From an optimization exercise on the open Yosys and OpenROAD flow, aimed at small area, a short achievable clock period and few clock cycles; shortcuts taken in it are not production practice. In this exercise RTL edits were held to simulation tests only and were not proved equivalent to the original. Power figures rest on the tool's default switching activity, not on a simulated workload.

`flow/config.mk`:
```
export PLATFORM = sky130hd
export DESIGN_NAME = sywtbal_core
export DESIGN_NICKNAME = sywtbal_core
export VERILOG_FILES = /design/flow/design.v
export SDC_FILE = /design/flow/constraint.sdc
export NUM_CORES = 4
export LEC_CHECK = 0
export CAP_MARGIN = 20
export CORE_MARGIN = 2
export CORE_UTILIZATION = 45
export SLEW_MARGIN = 20
```
`flow/constraint.sdc`:
```
create_clock -name core_clock -period 16.0 [get_ports {clk}]
set_input_delay 3.2000 -clock core_clock [delete_from_list [all_inputs] [get_ports {clk}]]
set_output_delay 3.2000 -clock core_clock [all_outputs]
set_load 0.01 [all_outputs]
```
`flow/design.v`:
```
module sywtbal_core #(
    parameter PROG_CAP = 128
) (
    input  wire        clk,
    input  wire        rst,
    input  wire        cmd_valid,
    output wire        cmd_ready,
    input  wire [2:0]  cmd_op,
    input  wire [7:0]  cmd_arg,
    output reg         resp_valid,
    output reg  [2:0]  resp_status,
    output reg  [2:0]  resp_reason,
    output reg  [31:0] resp_pc0,
    output reg  [31:0] resp_data
);
    localparam OP_APPEND = 3'd0, OP_STEP = 3'd1, OP_RUN = 3'd2,
               OP_OBSERVE = 3'd3, OP_READPROG = 3'd4;
    localparam R_RUNNING = 3'd0, R_HLT = 3'd1, R_EOP = 3'd2, R_ILLEGAL = 3'd3,
               R_FATAL = 3'd4;
    localparam F_REGIDX = 3'd1, F_TRUNC = 3'd2, F_DIVZERO = 3'd3,
               F_DIVOVF = 3'd4, F_NEGJUMP = 3'd5, F_PCUNDER = 3'd6;
    localparam I_HLT = 8'd0, I_LOAD = 8'd1, I_ADD = 8'd2, I_SUB = 8'd3,
               I_MUL = 8'd4, I_DIV = 8'd5, I_JMP = 8'd6, I_JMPF = 8'd7,
               I_JMPB = 8'd8, I_EQ = 8'd9, I_NEQ = 8'd10, I_GT = 8'd11,
               I_LT = 8'd12, I_GTQ = 8'd13, I_LTQ = 8'd14, I_JEQ = 8'd15;
    localparam S_IDLE = 2'd0, S_EXEC = 2'd1, S_OBS = 2'd2, S_RDP = 2'd3;
    reg [7:0]  pb0 [0:31];    
    reg [7:0]  pb1 [0:31];    
    reg [7:0]  pb2 [0:31];    
    reg [7:0]  pb3 [0:31];    
    reg [7:0]  len;
    reg [31:0] pc;
    reg [31:0] rem;
    reg        flag;
    reg [31:0] x [0:31];
    reg [31:0] xv;            
    reg [1:0]  state;
    reg        run_mode;
    reg [31:0] fpc;           
    reg [31:0] ir;            
    reg [3:0]  irv;           
    reg        ir_ok;         
    reg [7:0]  obs_sel;
    reg        ap_we;
    reg [6:0]  ap_addr;
    reg [7:0]  ap_data;
    reg        mph;
    reg [31:0] ms, mc;
    reg        dph;
    reg [4:0]  dcnt;
    reg [31:0] dq;            
    reg [31:0] dr;            
    reg [31:0] dd;            
    reg        dqneg, drneg;
    assign cmd_ready = (state == S_IDLE);
    always @(posedge clk) begin
        if (ap_we) begin
            case (ap_addr[1:0])
                2'd0: pb0[ap_addr[6:2]] <= ap_data;
                2'd1: pb1[ap_addr[6:2]] <= ap_data;
                2'd2: pb2[ap_addr[6:2]] <= ap_data;
                default: pb3[ap_addr[6:2]] <= ap_data;
            endcase
        end
    end
    wire [1:0] fal  = fpc[1:0];
    wire [4:0] frow = fpc[6:2];
    wire [4:0] frw1 = fpc[6:2] + 5'd1;
    wire [7:0] bk0 = pb0[(fal != 2'd0) ? frw1 : frow];
    wire [7:0] bk1 = pb1[(fal[1])      ? frw1 : frow];
    wire [7:0] bk2 = pb2[(fal == 2'd3) ? frw1 : frow];
    wire [7:0] bk3 = pb3[frow];
    reg  [31:0] fbytes;
    always @(*) begin
        case (fal)
            2'd0: fbytes = {bk3, bk2, bk1, bk0};
            2'd1: fbytes = {bk0, bk3, bk2, bk1};
            2'd2: fbytes = {bk1, bk0, bk3, bk2};
            default: fbytes = {bk2, bk1, bk0, bk3};
        endcase
    end
    wire       fhi = (fpc[31:7] != 25'd0);
    wire [7:0] fa0 = {1'b0, fpc[6:0]};
    wire [3:0] fv;
    assign fv[0] = !fhi && (fa0 < len);
    assign fv[1] = !fhi && (fa0 + 8'd1 < len);
    assign fv[2] = !fhi && (fa0 + 8'd2 < len);
    assign fv[3] = !fhi && (fa0 + 8'd3 < len);
    wire [7:0] fop = fbytes[7:0];
    wire       fshort = (fop == I_JMP) || (fop == I_JMPF) || (fop == I_JMPB) || (fop == I_JEQ);
    wire [31:0] fnext = fpc + (fshort ? 32'd2 : 32'd4);
    wire [7:0] op = ir[7:0];
    wire [7:0] b1 = ir[15:8];
    wire [7:0] b2 = ir[23:16];
    wire [7:0] b3 = ir[31:24];
    wire short_op = (op == I_JMP) || (op == I_JMPF) || (op == I_JMPB) || (op == I_JEQ);
    wire reg2 = (op >= I_ADD && op <= I_DIV) || (op >= I_EQ && op <= I_LTQ);
    wire reg3 = (op >= I_ADD && op <= I_DIV);
    reg       flt;
    reg [2:0] flt_rs;
    reg [31:0] flt_info;
    wire [7:0] pcl = pc[7:0];
    always @(*) begin
        flt = 1'b1;
        flt_rs = F_TRUNC;
        flt_info = 32'd0;
        if (!irv[1]) begin
            flt_rs = F_TRUNC;  flt_info = {24'd0, pcl + 8'd1};
        end else if (b1 > 8'd31) begin
            flt_rs = F_REGIDX; flt_info = {24'd0, b1};
        end else if (short_op) begin
            flt = 1'b0;
        end else if (!irv[2]) begin
            flt_rs = F_TRUNC;  flt_info = {24'd0, pcl + 8'd2};
        end else if (reg2 && b2 > 8'd31) begin
            flt_rs = F_REGIDX; flt_info = {24'd0, b2};
        end else if (!irv[3]) begin
            flt_rs = F_TRUNC;  flt_info = {24'd0, pcl + 8'd3};
        end else if (reg3 && b3 > 8'd31) begin
            flt_rs = F_REGIDX; flt_info = {24'd0, b3};
        end else begin
            flt = 1'b0;
        end
    end
    wire [31:0] va = xv[b1[4:0]] ? x[b1[4:0]] : 32'd0;
    wire [31:0] vb = xv[b2[4:0]] ? x[b2[4:0]] : 32'd0;
    wire [31:0] sum  = va + vb;
    wire [32:0] dif  = {1'b0, va} - {1'b0, vb};
    wire [31:0] diff = dif[31:0];
    wire        veq  = (va == vb);
    wire        vlt  = (va[31] ^ vb[31]) ? va[31] : dif[32];
    reg         cmp;
    always @(*) begin
        case (op[2:0])
            3'd1:    cmp = veq;             
            3'd2:    cmp = !veq;            
            3'd3:    cmp = !vlt && !veq;    
            3'd4:    cmp = vlt;             
            3'd5:    cmp = !vlt;            
            default: cmp = vlt || veq;      
        endcase
    end
    function integer ncnt(input integer l);
        integer k, n;
        begin
            n = 32;
            for (k = 0; k < l; k = k + 1) n = (n / 3) * 2 + (n % 3);
            ncnt = n;
        end
    endfunction
    localparam ML = 8;    
    wire [32*32*(ML+1)-1:0] mt;
    genvar gi, gl, gg;
    generate
        for (gi = 0; gi < 32; gi = gi + 1) begin : pp
            assign mt[gi*32 +: 32] = vb[gi] ? (va << gi) : 32'd0;
        end
        for (gl = 0; gl < ML; gl = gl + 1) begin : lvl
            localparam integer NI = ncnt(gl);
            localparam integer NG = NI / 3;
            localparam integer NR = NI % 3;
            for (gg = 0; gg < NG; gg = gg + 1) begin : grp
                wire [31:0] a = mt[((gl*32) + 3*gg) * 32 +: 32];
                wire [31:0] b = mt[((gl*32) + 3*gg + 1) * 32 +: 32];
                wire [31:0] c = mt[((gl*32) + 3*gg + 2) * 32 +: 32];
                assign mt[(((gl+1)*32) + 2*gg) * 32 +: 32]     = a ^ b ^ c;
                wire [31:0] mj = (a & b) | (a & c) | (b & c);
                assign mt[(((gl+1)*32) + 2*gg + 1) * 32 +: 32] = {mj[30:0], 1'b0};
            end
            for (gg = 0; gg < NR; gg = gg + 1) begin : rst_
                assign mt[(((gl+1)*32) + 2*NG + gg) * 32 +: 32] = mt[((gl*32) + 3*NG + gg) * 32 +: 32];
            end
            for (gg = 2*NG + NR; gg < 32; gg = gg + 1) begin : unused
                assign mt[(((gl+1)*32) + gg) * 32 +: 32] = 32'd0;
            end
        end
    endgenerate
    wire [31:0] m_s = mt[(ML*32) * 32 +: 32];
    wire [31:0] m_c = mt[(ML*32 + 1) * 32 +: 32];
    wire [31:0] mprod = ms + mc;
    wire [31:0] abs_a = va[31] ? -va : va;
    wire [31:0] abs_b = vb[31] ? -vb : vb;
    wire [32:0] ds1 = {dr, dq[31]};
    wire [32:0] dt1 = ds1 - {1'b0, dd};
    wire        dk1 = !dt1[32];
    wire [31:0] dr1 = dk1 ? dt1[31:0] : ds1[31:0];
    wire [32:0] ds2 = {dr1, dq[30]};
    wire [32:0] dt2 = ds2 - {1'b0, dd};
    wire        dk2 = !dt2[32];
    wire [31:0] dr2 = dk2 ? dt2[31:0] : ds2[31:0];
    wire [31:0] dquo = dqneg ? -dq : dq;
    wire [31:0] drem = drneg ? -dr : dr;
    wire [7:0]  pc2 = pcl + 8'd2;
    reg         x_done;       
    reg  [2:0]  res_st, res_rs;
    reg  [31:0] res_info;
    reg  [31:0] npc;
    reg         pc_we;
    reg         redir;
    reg         we;
    reg  [4:0]  wa;
    reg  [31:0] wd;
    reg         flag_we, rem_we;
    reg         m_start, d_start, d_step;
    always @(*) begin
        x_done = 1'b0;
        res_st = R_RUNNING; res_rs = 3'd0; res_info = 32'd0;
        npc = pc + 32'd4;
        pc_we = 1'b0;
        redir = 1'b0;
        we = 1'b0; wa = b3[4:0]; wd = sum;
        flag_we = 1'b0; rem_we = 1'b0;
        m_start = 1'b0; d_start = 1'b0; d_step = 1'b0;
        if (!irv[0]) begin
            x_done = 1'b1; res_st = R_EOP;
        end else if (op == I_HLT) begin
            x_done = 1'b1; res_st = R_HLT; npc = pc + 32'd1; pc_we = 1'b1;
        end else if (op > I_JEQ) begin
            x_done = 1'b1; res_st = R_ILLEGAL; res_info = {24'd0, op};
            npc = pc + 32'd1; pc_we = 1'b1;
        end else if (flt) begin
            x_done = 1'b1; res_st = R_FATAL; res_rs = flt_rs; res_info = flt_info;
        end else begin
            case (op)
                I_LOAD: begin
                    x_done = 1'b1; pc_we = 1'b1;
                    we = 1'b1; wa = b1[4:0]; wd = {16'd0, b2, b3};
                end
                I_ADD: begin
                    x_done = 1'b1; pc_we = 1'b1; we = 1'b1; wd = sum;
                end
                I_SUB: begin
                    x_done = 1'b1; pc_we = 1'b1; we = 1'b1; wd = diff;
                end
                I_MUL: begin
                    if (!mph) m_start = 1'b1;
                    else begin
                        x_done = 1'b1; pc_we = 1'b1; we = 1'b1; wd = mprod;
                    end
                end
                I_DIV: begin
                    if (!dph) begin
                        if (vb == 32'd0) begin
                            x_done = 1'b1; res_st = R_FATAL; res_rs = F_DIVZERO;
                        end else if (va == 32'h8000_0000 && vb == 32'hFFFF_FFFF) begin
                            x_done = 1'b1; res_st = R_FATAL; res_rs = F_DIVOVF;
                        end else begin
                            d_start = 1'b1;
                        end
                    end else if (dcnt != 5'd0) begin
                        d_step = 1'b1;
                    end else begin
                        x_done = 1'b1; pc_we = 1'b1; we = 1'b1; wd = dquo; rem_we = 1'b1;
                    end
                end
                I_JMP, I_JMPF, I_JMPB: begin
                    x_done = 1'b1;
                    if (va[31]) begin
                        res_st = R_FATAL; res_rs = F_NEGJUMP; res_info = va;
                    end else if (op == I_JMPB && (va[31:8] != 24'd0 || va[7:0] > pc2)) begin
                        res_st = R_FATAL; res_rs = F_PCUNDER; res_info = va;
                    end else begin
                        pc_we = 1'b1;
                        if (op == I_JMP) begin
                            npc = va; redir = 1'b1;
                        end else if (op == I_JMPF) begin
                            npc = va + {24'd0, pc2}; redir = (va != 32'd0);
                        end else begin
                            npc = {24'd0, pc2 - va[7:0]}; redir = 1'b1;
                        end
                    end
                end
                I_JEQ: begin
                    x_done = 1'b1;
                    if (flag) begin
                        if (va[31]) begin
                            res_st = R_FATAL; res_rs = F_NEGJUMP; res_info = va;
                        end else begin
                            pc_we = 1'b1; npc = va; redir = 1'b1;
                        end
                    end else begin
                        pc_we = 1'b1; npc = {24'd0, pc2};
                    end
                end
                default: begin                                
                    x_done = 1'b1; pc_we = 1'b1; flag_we = 1'b1;
                end
            endcase
        end
    end
    wire [31:0] observe_val =
        (obs_sel < 8'd32)  ? va :
        (obs_sel == 8'd32) ? rem :
        (obs_sel == 8'd33) ? {31'd0, flag} :
        (obs_sel == 8'd34) ? pc :
        (obs_sel == 8'd35) ? {24'd0, len} : 32'd0;
    wire x_we = (state == S_EXEC) && ir_ok && we && x_done;
    always @(posedge clk) begin
        if (x_we) x[wa] <= wd;
    end
    always @(posedge clk) begin
        if (rst) begin
            state       <= S_IDLE;
            len         <= 8'd0;
            pc          <= 32'd0;
            rem         <= 32'd0;
            flag        <= 1'b0;
            xv          <= 32'd0;
            run_mode    <= 1'b0;
            ir_ok       <= 1'b0;
            ap_we       <= 1'b0;
            mph         <= 1'b0;
            dph         <= 1'b0;
            resp_valid  <= 1'b0;
        end else begin
            resp_valid <= 1'b0;
            ap_we      <= 1'b0;
            if (x_we) xv[wa] <= 1'b1;
            case (state)
                S_IDLE: begin
                    if (cmd_valid) begin
                        resp_status <= 3'd0;
                        resp_reason <= 3'd0;
                        resp_pc0    <= 32'd0;
                        resp_data   <= 32'd0;
                        obs_sel     <= cmd_arg;
                        ir[15:8]    <= cmd_arg;
                        fpc         <= {24'd0, cmd_arg};
                        case (cmd_op)
                            OP_APPEND: begin
                                resp_valid <= 1'b1;
                                if (len[7]) begin
                                    resp_status <= 3'd1;           
                                end else begin
                                    ap_we   <= 1'b1;
                                    ap_addr <= len[6:0];
                                    ap_data <= cmd_arg;
                                    len     <= len + 8'd1;
                                end
                            end
                            OP_STEP, OP_RUN: begin
                                run_mode <= (cmd_op == OP_RUN);
                                fpc      <= pc;
                                ir_ok    <= 1'b0;
                                mph      <= 1'b0;
                                dph      <= 1'b0;
                                state    <= S_EXEC;
                            end
                            OP_OBSERVE: state <= S_OBS;
                            default:    state <= S_RDP;
                        endcase
                    end
                end
                S_OBS: begin
                    resp_valid <= 1'b1;
                    resp_data  <= observe_val;
                    state      <= S_IDLE;
                end
                S_RDP: begin
                    resp_valid <= 1'b1;
                    resp_data  <= fv[0] ? {24'd0, fbytes[7:0]} : 32'd0;
                    state      <= S_IDLE;
                end
                default: begin                                  
                    if (!ir_ok) begin
                        ir    <= fbytes;
                        irv   <= fv;
                        fpc   <= fnext;
                        ir_ok <= 1'b1;
                    end else begin
                        if (m_start) begin
                            mph <= 1'b1;
                            ms  <= m_s;
                            mc  <= m_c;
                        end
                        if (d_start) begin
                            dph   <= 1'b1;
                            dq    <= abs_a;
                            dd    <= abs_b;
                            dr    <= 32'd0;
                            dcnt  <= 5'd16;
                            dqneg <= va[31] ^ vb[31];
                            drneg <= va[31];
                        end
                        if (d_step) begin
                            dq   <= {dq[29:0], dk1, dk2};
                            dr   <= dr2;
                            dcnt <= dcnt - 5'd1;
                        end
                        if (x_done) begin
                            mph <= 1'b0;
                            dph <= 1'b0;
                            if (pc_we)   pc   <= npc;
                            if (flag_we) flag <= cmp;
                            if (rem_we)  rem  <= drem;
                            if (res_st != R_RUNNING || !run_mode) begin
                                state       <= S_IDLE;
                                ir_ok       <= 1'b0;
                                resp_valid  <= 1'b1;
                                resp_status <= res_st;
                                resp_reason <= res_rs;
                                resp_pc0    <= pc;
                                resp_data   <= res_info;
                            end else if (redir) begin
                                fpc   <= npc;
                                ir_ok <= 1'b0;
                            end else begin
                                ir    <= fbytes;
                                irv   <= fv;
                                fpc   <= fnext;
                            end
                        end
                    end
                end
            endcase
        end
    end
endmodule
```
`flow/run.sh`:
```
#!/bin/bash
# synth_recipe.tcl (not shown) runs the flow's synth.tcl, then flattens the netlist and writes it again
# the make line also repeats each setting of config.mk as NAME=value (left out here)
make -C /OpenROAD-flow-scripts/flow DESIGN_CONFIG=/design/flow/config.mk WORK_HOME=/design/flow/orfs CLKGATE_MAP_FILE= SYNTH_SCRIPT=/design/flow/synth_recipe.tcl finish
```
==> impl.org, run 1 <==
** Place
- After legalization and detailed placement, the total HPWL measured 344000 µm.
- Routability-driven placement finished with a final weighted congestion of 1.03.
- Placement-stage cell area :: 145000 µm²
- The count of buffers added on input and output ports is 85.

** Power and ir drop
- Worst VDD drop :: 0.0000994 V
- Cell area power density :: 120 nW/µm²
- Power consumption :: 18400 µW
- The analysis attributes to cell leakage a power of 0.0508 µW.

** Synthesis
- Post-synthesis instance area :: 138000 µm²
- Dominant cell type by area after synthesis :: edfxtp_1
- Portion of synthesized cell area occupied by the leading cell type :: 51.4%
- Ranked by total cell area, the synthesized netlist is headed by edfxtp_1, mux4_2, fa_1.
- Share of async-settable or async-resettable flops after synthesis :: 0%
- Cell with the most instances after synthesis :: edfxtp_1
- For this run, the number of Yosys warnings is 1.
- Seq/Total Area, Yosys :: 53.3%
- Synthesis produced 9991 cells.
- Nets in the synthesized netlist :: 10.7k
- After synthesis, the most frequently instantiated cells are edfxtp_1, nor2_1, mux4_2, nand2_1, inv_1.
- Mean instance size in the synthesized netlist :: 13.8 µm²
- Counting flops with a built-in enable in the synthesized netlist gives 2367.
- Top FF cell, synth :: edfxtp_1
- Synthesis inferred 2495 register bits.
- Count of distinct cell types in the synthesized netlist :: 101

** Clock tree
- Clock input transition at the sequential cells of the worst setup and hold paths :: 0.06 ns
- Maximum clock path buffer count :: 4
- TritonCTS sink count :: 2495
- Hold-fix buffer count after cts :: 0
- Post-CTS sizing :: 0
- Post-CTS repair timing setup buffer count :: 0
- Total clock buffers created by CTS :: 277
- Clock latency on the worst-skew pair :: 0.92 ns
- CTS tree :: built
- In this run the clock root is driven by a clkbuf_16.
- H-Tree Depth :: 5

** Route
- Final routed wirelength across all metal layers :: 498000 µm
- Detail Route Antenna Nets :: 0
- The first TritonRoute pass finished after 8 iterations.
- Number of vias per cell :: 6.50
- Routed wire length per instance :: 34.6 µm
- DRC violation total after the first TritonRoute iteration :: 13.0k
- Via count :: 93.5k
- DRC violations left :: 0

** STA
- The smallest clock period supported by the final layout is computed as 10.21 ns.
- Max-slew violation total from the final report :: 0
- Total negative slack for setup checks :: 0 ns
- Hold Vio Cnt, Final :: 0
- Worst hold slack after final layout :: 0.491 ns
- Setup violation total in the final timing report :: 0
- Pin slew with the least headroom to its limit :: 1.24 ns
- Headroom to the max-slew limit came out at 16.1%.
- Unrepaired setup endpoints after global routing :: no
- Top achievable clock speed :: 0.0979 GHz
- Of the available clock period, the critical path in the final layout requires 63.8%.
- Clock tree skew after final layout :: 0.0730 ns

** Die
- The initial utilization of the core area, before any placement, comes to 45.2%.
- In this run the core area contains 203 standard-cell rows.
- 86 I/O pins were placed.
- Die W :: 558 µm
- The region available for standard cell placement spans 306000 µm².
- The die covers 312000 µm².
- Die outline height :: 558 µm

** GRT
- GR Overflow Total :: 0
- The via count of the first global-routing pass came to 92.3k.
- GR met3 Demand/Resource :: 6.55%
- Across every metal layer, demand over resource in global routing totals 31.6%.
- Entering global routing, the biggest net connects 153 pins.
- The initial antenna violation count is 25.
- Global Route met2 Usage :: 49.1%
- The first global-routing pass estimated 699000 µm of wire.
- Global routing consumed, on the met1 layer, 42.3% of the routing resources.
- After global routing, the most crowded layer is met2.

** Worst setup path
- Crit path kind :: register to register
- Counting both buffers and inverters, the worst setup path holds a total of 8.
- Kind of cell adding the most delay to the critical path :: adder cells
- Arrival time at the worst endpoint :: 10.85 ns
- Critical-path top delay cell :: dfxtp_4
- Required time of the worst setup path :: 16.64 ns
- The cell that appears most often on the critical path is xnor2_1.
- Along the worst path, the maximum fanout reaches 98.
- The worst setup path is captured at a register.
- CP Launch Type :: register
- Delay of the slowest cell on the worst path :: 0.94 ns

** Finish
- Final-layout fill cell count :: 25.9k
- Finished layout cell area :: 154000 µm²
- Seq. cell area :: 73700 µm²
- Final net count :: 10.8k
- Layout cell share with drive strength beyond 1 :: 17.9%
- Area growth from synthesis to layout :: 11.1%
- Multi-input gate area in the final layout :: 60400 µm²

** Worst hold path
- Type of the most critical hold path :: register to register

** Flow run
- Number of max-cap violations :: 0

** Run status
- The run finished with no timing, DRC or antenna violations.
## through the flow
stage	util, %	setup WS (ns)	std cells
floorplan	-	6.47	9991
global placement	47.3	5.78	13900
detailed placement	47.3	5.77	13900
CTS	50.2	5.77	14400
global route	50.3	5.37	14400
finish	50.3	5.79	14400
## cells in the final DEF (no fill, tap or decap), drive strengths merged, types with 28 or more instances in the layout
cell           instances
nand4                 60
a21o                  58
a21oi                335
clkbuf               336
dfxtp                128
xor2                 162
mux2                  67
nor4                  49
a211oi                81
buf                  305
or3                   36
nor3                 173
nand3                155
o21ai                327
a22oi                166
o31ai                 58
a31oi                 37
clkdlybuf4s50         84
edfxtp              2367
and3                  63
mux2i                252
o211ai                41
o22ai                 77
nand2b                57
clkinv               136
fa                   421
and2                  62
inv                  603
ha                   313
xnor2                264
nand2                689
mux4                 873
or2                   36
nor2b                 52
nor2                 955
o21bai                28
## metal layers
| layer | wire, µm | up-vias | share of wire (%) |
|---|---|---|---|
| li1 | - | 38100 | - |
| met1 | 191000 | 48500 | 38 |
| met2 | 227000 | 5746 | 46 |
| met4 | 29900 | 14 | 6.0 |
| met5 | 95 | - | 0.019 |
| met3 | 49900 | 1151 | 10 |
## registers in the layout, indices dropped and copies added (netlist names), 8 cells and up, named ones only
name	cells
resp_pc0	32
pb2	256
xv	32
obs_sel	8
pb1	256
ap_data	8
dq	32
ms	32
x	1024
dr	32
fpc	32
pc	32
resp_data	32
pb0	256
ir	32
mc	23
pb3	256
len	8
dd	32
rem	32
## worst paths after layout
check                              start      to  depth (start not counted)  slack (ns)
worst max-delay path            register  ms[31]                         29        5.79
worst min-delay path              xv[14]  xv[14]                          1        0.49
worst max register to register  register  ms[31]                         29        5.79
worst min register to register    xv[14]  xv[14]                          1        0.49
## cell families after synthesis
logic type | Yosys count | share of synthesized area (%)
buffers and inverters | 1212 | 3.54
muxes | 1192 | 16.6
adders and majority gates | 734 | 8.93
DFF | 2495 | 53.3
xor gates and xnor gates | 426 | 2.70
AOI/OAI and AO/OA | 1484 | 7.06
and+or+nand+nor | 2448 | 7.93
## report_power, final
part | internal [µW] | switching [µW]
combinational | 1600 | 2990
clock | 3610 | 2760
sequential | 7350 | 127
## layout make-up
type,count,area share [%]
Clock inverter,157,1.09
Antenna cell,16,0.0260
Sequential cell,2495,47.9
Tap cell,4100,3.34
Multi-Input combinational cell,6284,39.3
Clock buffer,336,4.74
Timing Repair Buffer,389,2.09
Inverter,611,1.49
Testbench counts, summed over its fixed seeds: cycles 45,494.
==> inputs of run 2 (changes only) <==
--- a/flow/design.v
+++ b/flow/design.v
@@ -46,6 +46,6 @@
     reg [7:0]  ap_data;
-    reg        mph;
-    reg [31:0] ms, mc;
-    reg        dph;
-    reg [4:0]  dcnt;
+    localparam DS = 2;        
+    reg [1:0]  mph;           
+    reg [1:0]  dph;           
+    reg [5:0]  dcnt;
     reg [31:0] dq;            
@@ -155,3 +155,3 @@
         for (gi = 0; gi < 32; gi = gi + 1) begin : pp
-            assign mt[gi*32 +: 32] = vb[gi] ? (va << gi) : 32'd0;
+            assign mt[gi*32 +: 32] = dd[gi] ? (dq << gi) : 32'd0;
         end
@@ -179,13 +179,28 @@
     wire [31:0] m_c = mt[(ML*32 + 1) * 32 +: 32];
-    wire [31:0] mprod = ms + mc;
+    wire [31:0] mprod = dr + dq;
     wire [31:0] abs_a = va[31] ? -va : va;
     wire [31:0] abs_b = vb[31] ? -vb : vb;
-    wire [32:0] ds1 = {dr, dq[31]};
-    wire [32:0] dt1 = ds1 - {1'b0, dd};
-    wire        dk1 = !dt1[32];
-    wire [31:0] dr1 = dk1 ? dt1[31:0] : ds1[31:0];
-    wire [32:0] ds2 = {dr1, dq[30]};
-    wire [32:0] dt2 = ds2 - {1'b0, dd};
-    wire        dk2 = !dt2[32];
-    wire [31:0] dr2 = dk2 ? dt2[31:0] : ds2[31:0];
+    reg  [31:0] dcr, dcq;
+    reg  [32:0] dct;
+    integer     si;
+    always @(*) begin
+        dcr = dr; dcq = dq;
+        for (si = 0; si < DS; si = si + 1) begin
+            dct = {dcr, dcq[31]} - {1'b0, dd};
+            dcr = dct[32] ? {dcr[30:0], dcq[31]} : dct[31:0];
+            dcq = {dcq[30:0], !dct[32]};
+        end
+    end
+    function [5:0] clz32(input [31:0] v);
+        integer k;
+        begin
+            clz32 = 6'd32;
+            for (k = 0; k < 32; k = k + 1) if (v[k]) clz32 = 6'd31 - k;
+        end
+    endfunction
+    wire [5:0]  dza = clz32(dq);
+    wire [5:0]  dzb = clz32(dd);
+    wire [6:0]  dkq = {1'b0, dzb} - {1'b0, dza} + 7'd1;    
+    wire [6:0]  dkr = dkq[6] ? 7'd0 : ((dkq + (DS - 1)) & ~(DS - 1));
+    wire [63:0] dnorm = {32'd0, dq} << (7'd32 - dkr);
     wire [31:0] dquo = dqneg ? -dq : dq;
@@ -235,3 +250,3 @@
                 I_MUL: begin
-                    if (!mph) m_start = 1'b1;
+                    if (mph != 2'd2) m_start = 1'b1;
                     else begin
@@ -241,3 +256,3 @@
                 I_DIV: begin
-                    if (!dph) begin
+                    if (dph == 2'd0) begin
                         if (vb == 32'd0) begin
@@ -249,3 +264,3 @@
                         end
-                    end else if (dcnt != 5'd0) begin
+                    end else if (dph == 2'd1 || dcnt != 6'd0) begin
                         d_step = 1'b1;
@@ -311,4 +326,4 @@
             ap_we       <= 1'b0;
-            mph         <= 1'b0;
-            dph         <= 1'b0;
+            mph         <= 2'd0;
+            dph         <= 2'd0;
             resp_valid  <= 1'b0;
@@ -344,4 +359,4 @@
                                 ir_ok    <= 1'b0;
-                                mph      <= 1'b0;
-                                dph      <= 1'b0;
+                                mph      <= 2'd0;
+                                dph      <= 2'd0;
                                 state    <= S_EXEC;
@@ -371,12 +386,15 @@
                         if (m_start) begin
-                            mph <= 1'b1;
-                            ms  <= m_s;
-                            mc  <= m_c;
+                            mph <= mph + 2'd1;
+                            if (mph == 2'd0) begin
+                                dq <= va;
+                                dd <= vb;
+                            end else begin
+                                dr <= m_s;
+                                dq <= m_c;
+                            end
                         end
                         if (d_start) begin
-                            dph   <= 1'b1;
+                            dph   <= 2'd1;
                             dq    <= abs_a;
                             dd    <= abs_b;
-                            dr    <= 32'd0;
-                            dcnt  <= 5'd16;
                             dqneg <= va[31] ^ vb[31];
@@ -385,9 +403,16 @@
                         if (d_step) begin
-                            dq   <= {dq[29:0], dk1, dk2};
-                            dr   <= dr2;
-                            dcnt <= dcnt - 5'd1;
+                            if (dph == 2'd1) begin
+                                dph  <= 2'd2;
+                                dr   <= dnorm[63:32];
+                                dq   <= dnorm[31:0];
+                                dcnt <= dkr[6:0] / DS;
+                            end else begin
+                                dq   <= dcq;
+                                dr   <= dcr;
+                                dcnt <= dcnt - 6'd1;
+                            end
                         end
                         if (x_done) begin
-                            mph <= 1'b0;
-                            dph <= 1'b0;
+                            mph <= 2'd0;
+                            dph <= 2'd0;
                             if (pc_we)   pc   <= npc;
==> impl.org, run 2 <==
** Run status
- Run status :: no timing/DRC/antenna violations

** Worst setup path
- Critical-path maximum fanout :: 51 (-48%)
- Crit path kind :: register to register
- STA classifies the critical path endpoint as a register.
- The data required time at the worst endpoint was 16.58 ns (-0.06 ns).
- Arrival time at the worst endpoint :: 10.24 ns (-0.61 ns)
- Delay of the slowest cell on the worst path :: 0.98 ns (+0.04 ns)
- Setup slack of the most critical reg-to-reg path :: 6.33 ns (+0.54 ns)
- Reg2Reg Capture Point :: x[12][31]
- Cell-by-cell listing of the critical path :: buf_4 > buf_4 > and2_2 > buf_4 > nand2_1 > nand3_1 > nand4b_1 > nand2_1 > inv_1 > ha_1 > a21oi_1 > nor2_1 > a211oi_1 > o21ai_0 > nor2b_1 > a2111oi_0 > o21ai_0 > and2_1 > o21ai_0 > nor2b_1 > or4_1 > nand3_1 > buf_4
- The logic depth of the worst register-to-register path is 23 (-21%).
- STA classifies the critical path startpoint as a register.
- Critical-path top delay cell :: a2111oi_0
- Worst path most repeated cell :: buf_4

** Finish
- The number of flip-flops in the largest register was 1024 (unchanged).
- The post-route standard cell area excluding fillers was 158000 µm² (+2.6%).
- Leading cell types in the layout, fill and taps excluded :: edfxtp_1, nor2_1, mux4_2
- x holds more flip-flops than any other register.
- Non-filler instance count after layout :: 15.3k (+6.3%)
- The share of final-layout standard cells stronger than drive strength 1 is 16.7% (-1.3 points).
- The post-layout net count was 11.7k (+8.2%).
- Area growth from synthesis to layout :: 10.7%
- Leading cell type in the layout, fill and taps excluded :: edfxtp_1

** Clock tree
- The latest clock arrival within the worst-skew pair was 0.94 ns (+0.02 ns).
- The quantity of gates resized following cts was 0 (unchanged).
- Hold-fix buffer count after cts :: 0 (unchanged)
- Total clock buffers created by CTS :: 269 (-2.9%)
- The CTS H-tree depth is 5 (unchanged).
- The clock slew at the register clock pins of the worst setup and hold paths was 0.06 ns (about the same).
- The maximum clock insertion buffer count came to 4 (unchanged).
- Clock tree synthesis selected as its root buffer the cell clkbuf_16.
- The buffers inserted during post-CTS setup optimization came to 0 (unchanged).
- The clock sink count was 2443 (-2.1%).
- TritonCTS built the clock tree.

** Power and ir drop
- The worst voltage drop across the vdd grid came to 0.000108 V (+8.9%).
- Leak :: 0.0544 µW (+7.1%)
- The areal power density over the cells was 102 nW/µm² (-15%).

** Route
- Detail Route Antenna Nets :: 0 (unchanged)
- The count of TritonRoute iterations in the first routing pass was 6 (-2).
- DRC violation total after the first TritonRoute iteration :: 13.4k (+3.4%)
- The final routed wire length divided by cell count was 35.0 µm (+1.1%).
- The number of design rule violations left after detail routing was 0 (unchanged).
- The total vias in the final route came to 100k (+7.3%).
- Final routed wirelength across all metal layers :: 535000 µm (+7.5%)
- Number of vias per cell :: 6.56 (+0.90%)

** STA
- Shortest period the worst path allows :: 9.67 ns (-0.542 ns)
- The measured slew at the worst slew-check pin is 1.29 ns (+0.0488 ns).
- The number of max-slew violations in the final report came to 0 (unchanged).
- Min setup slack post-route :: 6.33 ns (+0.542 ns)
- The clock skew after layout is 0.0944 ns (+0.0214 ns).
- Hold Vio Cnt, Final :: 0 (unchanged)
- The sum of negative setup slack is 0 ns (unchanged).
- Setup repair after global routing left no endpoint under its margin.
- Setup violation total in the final timing report :: 0 (unchanged)
- The share of the clock period used by the worst path is 60.4% (-3.4 points).
- Top achievable clock speed :: 0.103 GHz (+5.6%)
- The tightest slew margin relative to the limit is 13.8% (-2.3 points).
- The worst hold slack is 0.498 ns (+0.00711 ns).

** Synthesis
- Portion of synthesized cell area occupied by the leading cell type :: 48.8% (-2.6 points)
- The count of mapped cells out of synthesis is 10.9k (+9.0%).
- Sorting the synthesized cells by how often they occur yields edfxtp_1, nor2_1, mux4_2, nand2_1, inv_1.
- Synth top area cells :: edfxtp_1, mux4_2, fa_1
- Post-synthesis register bit count :: 2443 (-2.1%)
- The yosys synthesis warning count came to 1 (unchanged).
- For this run, the leading register cell type out of synthesis is edfxtp_1.
- Share of async-settable or async-resettable flops after synthesis :: 0% (unchanged)
- The share of synthesized area occupied by flip-flops and latches is 50.6% (-2.7 points).
- Nets in the synthesized netlist :: 11.7k (+8.7%)
- The number of synthesized flops with an enable pin came to 2313 (-2.3%).
- The count of different cell masters after synthesis is 114 (+13%).
- The mean area per synthesized cell is 13.1 µm² (-5.5%).
- Cell with the most instances after synthesis :: edfxtp_1
- Post-synthesis instance area :: 142000 µm² (+3.0%)
- Dominant cell type by area after synthesis :: edfxtp_1

** Die
- The height of the die is 567 µm (+1.5%).
- Die W :: 567 µm (+1.5%)
- The area enclosed by the die boundary came to 321000 µm² (+3.0%).
- The I/O pin total is 86 (unchanged).
- Starting utilization of the core area :: 45.2% (about the same)
- Core Area :: 315000 µm² (+3.0%)
- Row Count :: 206 (+1.5%)

** Place
- Number of I/O port buffers :: 85 (unchanged)
- Routability cong. :: 1.01 (-1.7%)
- Pre-CTS WS :: 6.39 ns (+0.620 ns)
- Half-perimeter wire length of the detailed placement result :: 366000 µm (+6.5%)
- The instance area after placement is 149000 µm² (+3.0%).
- The number of placed instances, taps included came to 14.8k (+6.7%).

** GRT
- The via count of the first global-routing pass came to 99.3k (+7.6%).
- GRT Util Overall :: 32.8% (+1.1 points)
- GR Overflow Total :: 0 (unchanged)
- The maximum number of pins on one net before global-route repair came to 137 (-10%).
- The first-pass GRT wire length was 753000 µm (+7.8%).
- The initial antenna violation count came to 36 (+44%).

** Flow run
- The count of max-cap constraint violations is 0 (unchanged).

** Worst hold path
- Count of cells along the worst hold path :: 2 (+1)
- Type of the most critical hold path :: register to register
- The path with the worst hold slack has its endpoint at xv[1].
- The startpoint identified for the worst hold timing path is xv[1].
==> run 2: cell count changes after synthesis, sizes merged, moves of 45 or more <==
cell	before	now
mux4	873	758
mux2	67	112
and2	62	261
inv	591	654
nand2	689	755
nor2	955	875
clkbuf	369	465
nand3	155	215
mux2i	252	544
a21oi	335	469
edfxtp	2367	2313
==> run 2: kinds of logic after synthesis <==
kind of cell,count (synthesis),synth area share (%)
flip-flops,2443,50.6
AO/OA/AOI/OAI,1789,8.32
buffers and inverters,1350,3.98
adder cells (fa/ha/maj),763,8.93
multiplexers,1414,16.7
XOR/XNOR,387,2.38
AND/OR/NAND/NOR,2745,9.11
==> run 2: worst max-delay path, delay by kind of cell (launching register included) <==
| kind | cells | cell delay, ns |
|---|---|---|
| compound gates | 6 | 2.19 |
| fa+ha+maj | 1 | 0.46 |
| buf+inv | 5 | 2.50 |
| flops | 1 | 0.81 |
| simple gates | 11 | 3.24 |
==> run 2: worst max-delay path by stage <==
stage	startpoint	endpoint	slack, ns	cells after the start
2_1_floorplan	register	resp_pc0[0]	7.09	26
3_3_place_gp	register	x[15][29]	6.60	23
3_5_place_dp	register	x[13][29]	6.39	23
4_1_cts	register	x[31][29]	6.32	21
5_1_grt	fpc[1]	fpc[31]	6.17	25
6_report	register	x[12][31]	6.33	23
==> run 2: layer usage <==
metal,GRT usage [%],up-vias,share of wire [%]
met2,51.6,5740,46
met4,19.2,12,7.0
li1,-,41200,-
met1,42.7,52000,38
met3,5.86,1291,8.8
met5,0,-,0.014
==> run 2: power by group <==
group	internal [µW]	switching, µW	leakage, µW
Combinational	1140	1710	0.0283
Clock	3550	2650	0.00423
Sequential	6960	135	0.0219
Total	11600	4500	0.0544
==> run 2: cell type report <==
class | count | area (µm²)
fill | 26800 | 157000
sequential | 2443 | 72100
multi-input combinational | 7098 | 65600
clock buffer | 331 | 7120
tap | 4160 | 5200
timing repair buffer | 439 | 3610
inverter | 662 | 2480
clock inverter | 149 | 1540
antenna | 17 | 42.5
==> run 2: per-stage QoR <==
| stage | total power, µW | util, % |
|---|---|---|
| 2_1_floorplan | 8980 | - |
| 3_3_place_gp | 10000 | 47.3 |
| 3_5_place_dp | 10000 | 47.3 |
| 4_1_cts | 16200 | 50.0 |
| 5_1_grt | 16500 | 50.1 |
| 6_report | 16100 | 50.1 |
Testbench counts of run 2, summed over its fixed seeds: cycles 33,324.

-- port drivers added, routing unchanged --
How much do the figures lean on ideal ports? The routed layouts below were timed once more, with nothing changed but the port constraints.
Step 1 (the two cells are an assumption about what drives the block):
set clk [get_ports {clk}]
set_driving_cell -lib_cell sky130_fd_sc_hd__clkbuf_16 $clk
set_driving_cell -lib_cell sky130_fd_sc_hd__buf_2 [delete_from_list [all_inputs] $clk]
Step 2 also shifts input and output timing later by t, the mid clock arrival at the registers, as if the neighbouring blocks saw the same clock.
Three values: ideal ports, drivers, drivers and shift; two values: the first two.
run | t, ns | setup WS [ns] | worst setup path after step 2 | worst register clock-pin slew, ns
run 1 | 0.986 | 5.791 / 5.791 / 5.791 | register to register | 0.07 / 0.07
run 2 | 1.002 | 6.333 / 6.333 / 6.333 | register to register | 0.07 / 0.07
After both steps setup and hold are still met in every run listed.
